From an optimization exercise on the open Yosys and OpenROAD flow, aimed at small area, a short achievable clock period and few clock cycles per item; shortcuts taken in it are not production practice. RTL that was checked went through simulation tests only; none was proved equivalent to the original.

Design aes256_cbc, start of the top module:
module aes256_cbc #(
  parameter [127:0] IV0 = 128'h0102030405060708090a0b0c0d0e0f10
) (
  input  wire         clk,
  input  wire         rst,         
  input  wire         in_valid,
  output wire         in_ready,
  input  wire [1:0]   in_op,
  input  wire         in_first,
  input  wire [127:0] in_data,
  input  wire [255:0] in_key,
  output wire         out_valid,
  input  wire         out_ready,
  output wire [127:0] out_data,
  output wire [1:0]   out_err
);
Size: roughly 12000 cells after synthesis, about 1300 flip-flops, roughly 520 I/O pins.
export LEC_CHECK = 0
export CAP_MARGIN = 30
export CORE_MARGIN = 2
export CORE_UTILIZATION = 45
export PLACE_DENSITY = 0.6
export SETUP_SLACK_MARGIN = 5
export SLEW_MARGIN = 35
export SYNTH_HIERARCHICAL = 1
export SYNTH_MINIMUM_KEEP_SIZE = 0
create_clock -name core_clock -period 11.0 [get_ports {clk}]
run.sh (not shown) runs the stock make flow with config.mk's settings and CLKGATE_MAP_FILE= SYNTH_SCRIPT=/design/flow/synth_recipe.tcl, a recipe that flattens the netlist after the stock synthesis.
Rerun with:
- SETUP_SLACK_MARGIN: 5 -> 4.5
Outcome:
- setup slack gets worse by 290 ps
- design area goes down by 4.8%
- clock-buffer cell count increases by 8
- sequential share of layout area increases by 1.1 points
- routed wire length falls by 2.4%
- non-clock buffer count fell by 325
- maximum frequency decreases by 4.7%
- global-route usage shrinks by 0.68 points
No functional check of the RTL was part of any run of this note.

aes256_cbc, a different RTL version from the one above (not shown whole).
For scale: ~1,300 flip-flops.
==> flow/config.mk <==
export PLATFORM = sky130hd
export DESIGN_NAME = aes256_cbc
export DESIGN_NICKNAME = aes256_cbc
export VERILOG_FILES = /design/flow/design.v
export SDC_FILE = /design/flow/constraint.sdc
export NUM_CORES = 8
export LEC_CHECK = 0
export CAP_MARGIN = 20
export CORE_MARGIN = 2
export CORE_UTILIZATION = 45
export PLACE_DENSITY = 0.6
export SETUP_SLACK_MARGIN = 4
export SLEW_MARGIN = 20
export SYNTH_HIERARCHICAL = 1
export SYNTH_MINIMUM_KEEP_SIZE = 0
==> flow/constraint.sdc <==
create_clock -name core_clock -period 11.0 [get_ports {clk}]
set_input_delay 2.2000 -clock core_clock [delete_from_list [all_inputs] [get_ports {clk}]]
set_output_delay 2.2000 -clock core_clock [all_outputs]
set_load 0.01 [all_outputs]
==> next run, changes <==
SETUP_SLACK_MARGIN = 3   (was 4)
The changed run finished clean; design area came out lower by 4.0%; synthesized area does not change; non-clock buffer count came out lower by 127; count of clock-buffer cells in the layout came out lower by 8.
No run of this note included a check of the RTL's function; only the layout flow was run.

## run 1
aes256_cbc, a different RTL version from the one above (not shown whole).
Size: ~12000 cells after synthesis, ~520 I/O pins.
export LEC_CHECK = 0
export CAP_MARGIN = 30
export CORE_MARGIN = 2
export CORE_UTILIZATION = 45
export PLACE_DENSITY = 0.6
export SETUP_SLACK_MARGIN = 5
export SLEW_MARGIN = 35
export SYNTH_HIERARCHICAL = 1
export SYNTH_MINIMUM_KEEP_SIZE = 0
create_clock -name core_clock -period 11.0 [get_ports {clk}]
standard.sh (not shown) runs the stock make flow with config.mk's settings and CLKGATE_MAP_FILE= SYNTH_SCRIPT=/design/flow/synth_recipe.tcl, a recipe that flattens the netlist after the stock synthesis.
==> flow/flow/run.sh <==
#!/bin/bash
# The standard layout (the standard.sh, ORFS synthesis to final), with one change: the port
# buffers that global placement inserts are the smallest buffer cell instead of ORFS's default
# pick (a 4-stage delay buffer). Every port still gets its buffer.
set -euo pipefail
bash standard.sh 'BUFFER_PORTS_ARGS=-buffer_cell sky130_fd_sc_hd__buf_1' finish > standard_flow.log 2>&1
Run 1: PASS, flow complete, no timing, DRC or antenna violations
Edits applied to the flow inputs when going from run 1 to run 2:
# run 1
export LEC_CHECK = 0
export CAP_MARGIN = 30
export CORE_MARGIN = 2
export CORE_UTILIZATION = 45
export PLACE_DENSITY = 0.6
export SETUP_SLACK_MARGIN = 5
export SLEW_MARGIN = 35
export SYNTH_HIERARCHICAL = 1
export SYNTH_MINIMUM_KEEP_SIZE = 0
create_clock -name core_clock -period 11.0 [get_ports {clk}]
# run 2
export LEC_CHECK = 0
export CAP_MARGIN = 30
export CORE_MARGIN = 2
export CORE_UTILIZATION = 45
export PLACE_DENSITY = 0.6
export SETUP_SLACK_MARGIN = 4.5
export SLEW_MARGIN = 35
export SYNTH_HIERARCHICAL = 1
export SYNTH_MINIMUM_KEEP_SIZE = 0
create_clock -name core_clock -period 11.0 [get_ports {clk}]
==> flow/run.sh (new file) <==
#!/bin/bash
# synth_recipe.tcl (not shown) runs the flow's synth.tcl, then flattens the netlist and writes it again
# the make line also repeats each setting of config.mk as NAME=value (left out here)
make -C /OpenROAD-flow-scripts/flow DESIGN_CONFIG=/design/flow/config.mk WORK_HOME=/design/flow/orfs CLKGATE_MAP_FILE= SYNTH_SCRIPT=/design/flow/synth_recipe.tcl finish
removed: flow/flow/run.sh
removed: flow/standard.sh
Findings:
Master of the slowest instance on the critical path = sky130_fd_sc_hd__dfxtp_1: run 1; master of the slowest instance on the critical path = sky130_fd_sc_hd__clkdlybuf4s50_1: run 2
Diff run 1 -> run 2: final area down 4.4%, delay of the slowest cell on the worst path went up 190 ps, total inserted antenna cells lower.
Edits applied to the flow inputs when going from run 2 to run 3:
# run 2
export LEC_CHECK = 0
export CAP_MARGIN = 30
export CORE_MARGIN = 2
export CORE_UTILIZATION = 45
export PLACE_DENSITY = 0.6
export SETUP_SLACK_MARGIN = 4.5
export SLEW_MARGIN = 35
export SYNTH_HIERARCHICAL = 1
export SYNTH_MINIMUM_KEEP_SIZE = 0
create_clock -name core_clock -period 11.0 [get_ports {clk}]
# run 3
export LEC_CHECK = 0
export CAP_MARGIN = 30
export CORE_MARGIN = 2
export CORE_UTILIZATION = 45
export PLACE_DENSITY = 0.6
export SETUP_SLACK_MARGIN = 5
export SLEW_MARGIN = 35
export SYNTH_HIERARCHICAL = 1
export SYNTH_MINIMUM_KEEP_SIZE = 0
create_clock -name core_clock -period 11.0 [get_ports {clk}]
--- outcome ---
- Comparing met2 usage in global routing for run 3 and run 2, the bigger number came from run 3.
- Going from run 2 to run 3, post-layout instance area +6.8%, via count +about 2.7%.
- Run 3 vs run 2: maximum frequency up by a few percent
- Worst slack at placement: run 3 vs run 2 identical
- From run 2 to run 3 the numbers moved as follows: number of inserted filler cells in the final layout decreased by 955 relative to the old numbers, cell count along the critical path +9.
### run 3 -> run 4
# run 3
export LEC_CHECK = 0
export CAP_MARGIN = 30
export CORE_MARGIN = 2
export CORE_UTILIZATION = 45
export PLACE_DENSITY = 0.6
export SETUP_SLACK_MARGIN = 5
export SLEW_MARGIN = 35
export SYNTH_HIERARCHICAL = 1
export SYNTH_MINIMUM_KEEP_SIZE = 0
create_clock -name core_clock -period 11.0 [get_ports {clk}]
# run 4
export LEC_CHECK = 0
export CAP_MARGIN = 30
export CORE_MARGIN = 2
export CORE_UTILIZATION = 45
export PLACE_DENSITY = 0.6
export SETUP_SLACK_MARGIN = 4
export SLEW_MARGIN = 35
export SYNTH_HIERARCHICAL = 1
export SYNTH_MINIMUM_KEEP_SIZE = 0
create_clock -name core_clock -period 11.0 [get_ports {clk}]
From run 4 to run 3, async set or reset register ratio after synthesis did not move at all. Going from run 3 to run 4, maximum number of pins on one net before global-route repair grew by a few percent. Run 4 packs its core more loosely than run 3. Run 4 against run 3: global-route wire length before repair decreased 6.0 mm. Clock period minus worst slack for run 4: 860 ps up relative to run 3. Note that the maximum frequency recorded for run 4 amounts to 0.874 times the value seen in run 3. Run 3 and run 4 ended up with nearly the same final number of hold-violating endpoints. Routed wire in run 4 totals less than in run 3.
> inputs changed (run 4 -> run 5)
# run 4
export LEC_CHECK = 0
export CAP_MARGIN = 30
export CORE_MARGIN = 2
export CORE_UTILIZATION = 45
export PLACE_DENSITY = 0.6
export SETUP_SLACK_MARGIN = 4
export SLEW_MARGIN = 35
export SYNTH_HIERARCHICAL = 1
export SYNTH_MINIMUM_KEEP_SIZE = 0
create_clock -name core_clock -period 11.0 [get_ports {clk}]
# run 5
export LEC_CHECK = 0
export CAP_MARGIN = 30
export CORE_MARGIN = 2
export CORE_UTILIZATION = 55
export PLACE_DENSITY = 0.7
export SETUP_SLACK_MARGIN = 4.5
export SLEW_MARGIN = 35
export SYNTH_HIERARCHICAL = 1
export SYNTH_MINIMUM_KEEP_SIZE = 0
create_clock -name core_clock -period 11.0 [get_ports {clk}]
Results
Run 5 ended up with kn[216] as its critical path capture point; run 4 ended up with kn[155].
Run 5 against run 4: total routed wirelength shrank by 2.3%; later-pin clock latency in the skew report has remained practically unchanged.
No functional check of the RTL was part of any run of this note.

Another version of the RTL of aes256_cbc (not shown whole).
For scale: ~11,000 cells after synthesis, about 1,300 flip-flops, ~520 I/O pins, about 110,000 um^2 of cells after synthesis.
## aes256_cbc
module aes256_cbc #(
  parameter [127:0] IV0 = 128'h0102030405060708090a0b0c0d0e0f10
) (
  input  wire         clk,
  input  wire         rst,         
  input  wire         in_valid,
  output wire         in_ready,
  input  wire [1:0]   in_op,
  input  wire         in_first,
  input  wire [127:0] in_data,
  input  wire [255:0] in_key,
  output wire         out_valid,
  input  wire         out_ready,
  output wire [127:0] out_data,
  output wire [1:0]   out_err
);
clock: 11.0 ns
lec_check: 0
cap_margin: 30
core_margin: 2
core_utilization: 45
cts_buf_list: sky130_fd_sc_hd__clkbuf_8
cts_cluster_diameter: 60
cts_cluster_size: 14
place_density: 0.6
setup_slack_margin: 4.75
slew_margin: 35
synth_hierarchical: 1
synth_minimum_keep_size: 0
==> flow/flow/run.sh <==
#!/bin/bash
# The standard layout (the standard.sh, ORFS synthesis to final), with one change: the port
# buffers that global placement inserts are the smallest buffer cell instead of ORFS's default
# pick (a 4-stage delay buffer). Every port still gets its buffer.
set -euo pipefail
bash standard.sh 'BUFFER_PORTS_ARGS=-buffer_cell sky130_fd_sc_hd__buf_1' finish > standard_flow.log 2>&1
The first run ran to the end with no violations.
Testbench counts at the start, summed over its fixed seeds: cycles 11,896, items 842.
==> next run, changes <==
- CTS_CLUSTER_DIAMETER: 60 -> unset
- CTS_CLUSTER_SIZE: 14 -> unset
- SETUP_SLACK_MARGIN: 4.75 -> 5
After rerunning: The new run passed the timing, DRC and antenna checks; first-iteration DRC count came out higher by about 12%; cell area rises by 5.5%; worst setup slack improved by 160 ps; die area stays the same; via count went up by 2.8%; hold slack loses 30 ps; register-to-register slack improved by 210 ps.

== rev 12 ==
aes256_cbc, a different RTL version from the one above (not shown whole).
Size in the first run: ~520 I/O pins.
Settings: LEC_CHECK=0, CAP_MARGIN=30, CORE_MARGIN=2, CORE_UTILIZATION=45, CTS_BUF_LIST=sky130_fd_sc_hd__clkbuf_8, PLACE_DENSITY=0.6, SETUP_SLACK_MARGIN=4.75, SLEW_MARGIN=35, SYNTH_HIERARCHICAL=1, SYNTH_MINIMUM_KEEP_SIZE=0; clock period 11.0 ns.
run.sh (not shown) runs the stock make flow with config.mk's settings and CLKGATE_MAP_FILE= SYNTH_SCRIPT=/design/flow/synth_recipe.tcl, a recipe that flattens the netlist after the stock synthesis.
Stock flow here: none of the scripts above is used.
The final layout from rev 12, which completed every stage, passed the timing, DRC and antenna checks at the end of the flow.
diff inputs: rev 12 => rev 13
- changing SETUP_SLACK_MARGIN from 4.75 to 4.5
### Flow results
Rev 13 did not stop at any stage, and its layout met the timing, DRC and antenna checks.
Summary of rev 13 over rev 12: final critical-path setup slack decreased 0.19 ns, shortest clock period the worst path allows after layout saw an increase, multi-input gate area in the final layout went down 1700 um2, final area lower.
Function was not checked in any run of this note: the RTL went through the layout flow alone.

aes256_cbc, a different RTL version from the one above (not shown whole).
Size in the first run: about 1300 flip-flops, about 520 I/O pins, about 0.11 mm^2 of cells after synthesis.
make LEC_CHECK=0 CAP_MARGIN=20 CORE_MARGIN=2 CORE_UTILIZATION=45 PLACE_DENSITY=0.6 SETUP_SLACK_MARGIN=2.5 SLEW_MARGIN=20 SYNTH_HIERARCHICAL=1 SYNTH_MINIMUM_KEEP_SIZE=0 finish   # period 11.0 ns
The baseline went through all stages and came out clean.
Testbench counts at the start, summed over its fixed seeds: cycles 11,896, items 842.
Next try:
- SETUP_SLACK_MARGIN: 2.5 -> 3
Global-route usage increases by 0.28 points.
Worst setup slack gains 0.52 ns.
Hold slack loses 0.011 ns.
Utilization increases by 0.53 points.
Final area increases slightly.

Another version of the RTL of aes256_cbc (not shown whole).
For scale: roughly 1,300 flip-flops, ~520 I/O pins, about 0.11 mm2 of cells after synthesis.
make LEC_CHECK=0 CAP_MARGIN=30 CORE_MARGIN=2 CORE_UTILIZATION=45 PLACE_DENSITY=0.6 SETUP_SLACK_MARGIN=5 SLEW_MARGIN=35 SYNTH_HIERARCHICAL=1 SYNTH_MINIMUM_KEEP_SIZE=0 finish   # period 11.0 ns
The baseline ran to the end with no violations.
==> next run, changes <==
SETUP_SLACK_MARGIN = 4.5   (was 5)
=> Clock-buffer cell count went up by 11; wire length shrinks by 4.3%; core utilization goes down by 2.9 points; worst hold slack hardly moves; worst setup slack loses 0.32 ns; design area falls by 5.2%; non-clock buffer count drops by 337; first-iteration DRC count falls by 6.6%; sequential cell count is unchanged.
No functional check of the RTL was part of any run of this note.

Setup of JK:
Another version of the RTL of aes256_cbc (not shown whole).
Size in the first run: about 10,000 cells after synthesis, about 98,000 µm² of cells after synthesis.
export LEC_CHECK = 0
export CAP_MARGIN = 20
export CORE_MARGIN = 2
export CORE_UTILIZATION = 45
export PLACE_DENSITY = 0.6
export SETUP_SLACK_MARGIN = 3
export SLEW_MARGIN = 20
export SYNTH_HIERARCHICAL = 1
export SYNTH_MINIMUM_KEEP_SIZE = 0
create_clock -name core_clock -period 11.0 [get_ports {clk}]
For MS, these inputs were changed with respect to JK:
- SETUP_SLACK_MARGIN now 2, was 3
### Flow results
Comparing JK and MS, the lower worst slew margin relative to its limit was measured on JK.
Compared to JK, MS has total placed cells including tap cells 0.34% higher.
Via count of the first global-routing pass: lower on MS
Comparing JK and MS, the higher global router's overall resource usage was measured on JK.
Capture point of the worst path = state[116]: JK; capture point of the worst path = state[21]: MS
Summary of MS over JK: final area lower, number of standard cells in the final layout excluding fillers lower, portion of the layout cell area used by non-clock buffers lower.
No functional check of the RTL was part of any run of this note.

== exp/raven ==
aes256_cbc with an RTL version that a note above also has.
Size: ~11000 cells after synthesis, about 1300 flip-flops, ~520 I/O pins, roughly 0.11 sq mm of cells after synthesis.
==> flow/config.mk <==
export PLATFORM = sky130hd
export DESIGN_NAME = aes256_cbc
export DESIGN_NICKNAME = aes256_cbc
export VERILOG_FILES = /design/flow/design.v
export SDC_FILE = /design/flow/constraint.sdc
export NUM_CORES = 8
export LEC_CHECK = 0
export CAP_MARGIN = 25
export CORE_MARGIN = 2
export CORE_UTILIZATION = 45
export CTS_BUF_LIST = sky130_fd_sc_hd__clkbuf_8
export PLACE_DENSITY = 0.6
export SETUP_SLACK_MARGIN = 4.75
export SLEW_MARGIN = 25
export SYNTH_HIERARCHICAL = 1
export SYNTH_MINIMUM_KEEP_SIZE = 0
==> flow/constraint.sdc <==
create_clock -name core_clock -period 11.0 [get_ports {clk}]
set_input_delay 2.2000 -clock core_clock [delete_from_list [all_inputs] [get_ports {clk}]]
set_output_delay 2.2000 -clock core_clock [all_outputs]
set_load 0.01 [all_outputs]
standard.sh (not shown) runs the stock make flow with config.mk's settings and CLKGATE_MAP_FILE= SYNTH_SCRIPT=/design/flow/synth_recipe.tcl, a recipe that flattens the netlist after the stock synthesis.
Scripts as last shown in full above: flow/flow/run.sh
exp/raven: PASS, flow complete, no timing, DRC or antenna violations
Testbench counts of exp/raven, summed over its fixed seeds: cycles 11,896, items 842.
diff inputs: exp/raven => exp/amber
Settings: SLEW_MARGIN: 25 -> 35; CAP_MARGIN: 25 -> 30; PLACE_DENSITY: 0.6 -> 0.65.
exp/amber vs. exp/raven: wire length moved down, post-route fraction of the period consumed by the critical path went up 0.42 points, combined area of the multi-input logic cells shows no meaningful change.
When exp/amber is set beside exp/raven, its later-pin clock latency in the skew report turns out to be 20 ps larger.
Looking at tightest slew margin relative to the limit across both flows, exp/amber is the stronger of the two, with exp/raven trailing.
Of exp/amber and exp/raven, the lower count of clock-buffer cells in the layout belongs to exp/raven.
exp/amber and exp/raven all finish clean.

-- what the ideal ports hide --
No port has a modelled driver above. Below, the same layouts with a new extraction and two added sets of constraints.
Step 1 assumes that a clkbuf_16 drives the clock port and a buf_2 every other input.
Step 2 also shifts input and output timing later by t, the mid clock arrival at the registers, as if the neighbouring blocks saw the same clock.
Slacks: no drivers / after step 1 / after step 2; pairs: no drivers / after step 1.
run | t, ns | setup WS [ns] | cell pins on the clock port's net
the first run of note 1 | 0.949 | 4.966 / 4.927 / 3.978 | 1
the second run of note 1 | 0.964 | 4.671 / 4.591 / 3.779 | 1
the first run of note 2 | 0.947 | 4.026 / 4.026 / 3.651 | 1
the second run of note 2 | 0.955 | 3.197 / 3.197 / 3.197 | 1
run 1 | 0.928 | 4.923 / 4.923 / 4.089 | 1
run 2 | 0.918 | 4.574 / 4.603 / 3.700 | 1
run 3 | 0.926 | 4.994 / 4.994 / 4.216 | 1
run 4 | 0.940 | 4.131 / 4.131 / 3.710 | 1
run 5 | 0.933 | 4.486 / 4.486 / 3.698 | 1
the first run of note 4 | 1.085 | 4.839 / 4.839 / 4.134 | 1
the second run of note 4 | 1.175 | 5.000 / 4.959 / 3.784 | 1
rev 12 | 1.156 | 4.771 / 4.678 / 3.713 | 1
rev 13 | 1.154 | 4.580 / 4.580 / 3.863 | 1
the first run of note 6 | 0.932 | 2.773 / 2.773 / 2.773 | 1
the second run of note 6 | 0.936 | 3.294 / 3.294 / 3.294 | 1
the first run of note 7 | 0.953 | 4.883 / 4.859 / 3.972 | 1
the second run of note 7 | 0.950 | 4.565 / 4.531 / 3.581 | 1
JK | 0.938 | 2.688 / 2.688 / 2.688 | 1
MS | 0.930 | 2.185 / 2.185 / 2.185 | 1
exp/raven | 1.149 | 4.861 / 4.861 / 4.183 | 1
exp/amber | 1.169 | 4.815 / 4.815 / 4.198 | 1
After both steps setup and hold are still met in every run listed. For the second run of note 4, which loses most, drivers alone change the setup slack by -0.041 ns; drivers and shift together by -1.216 ns.
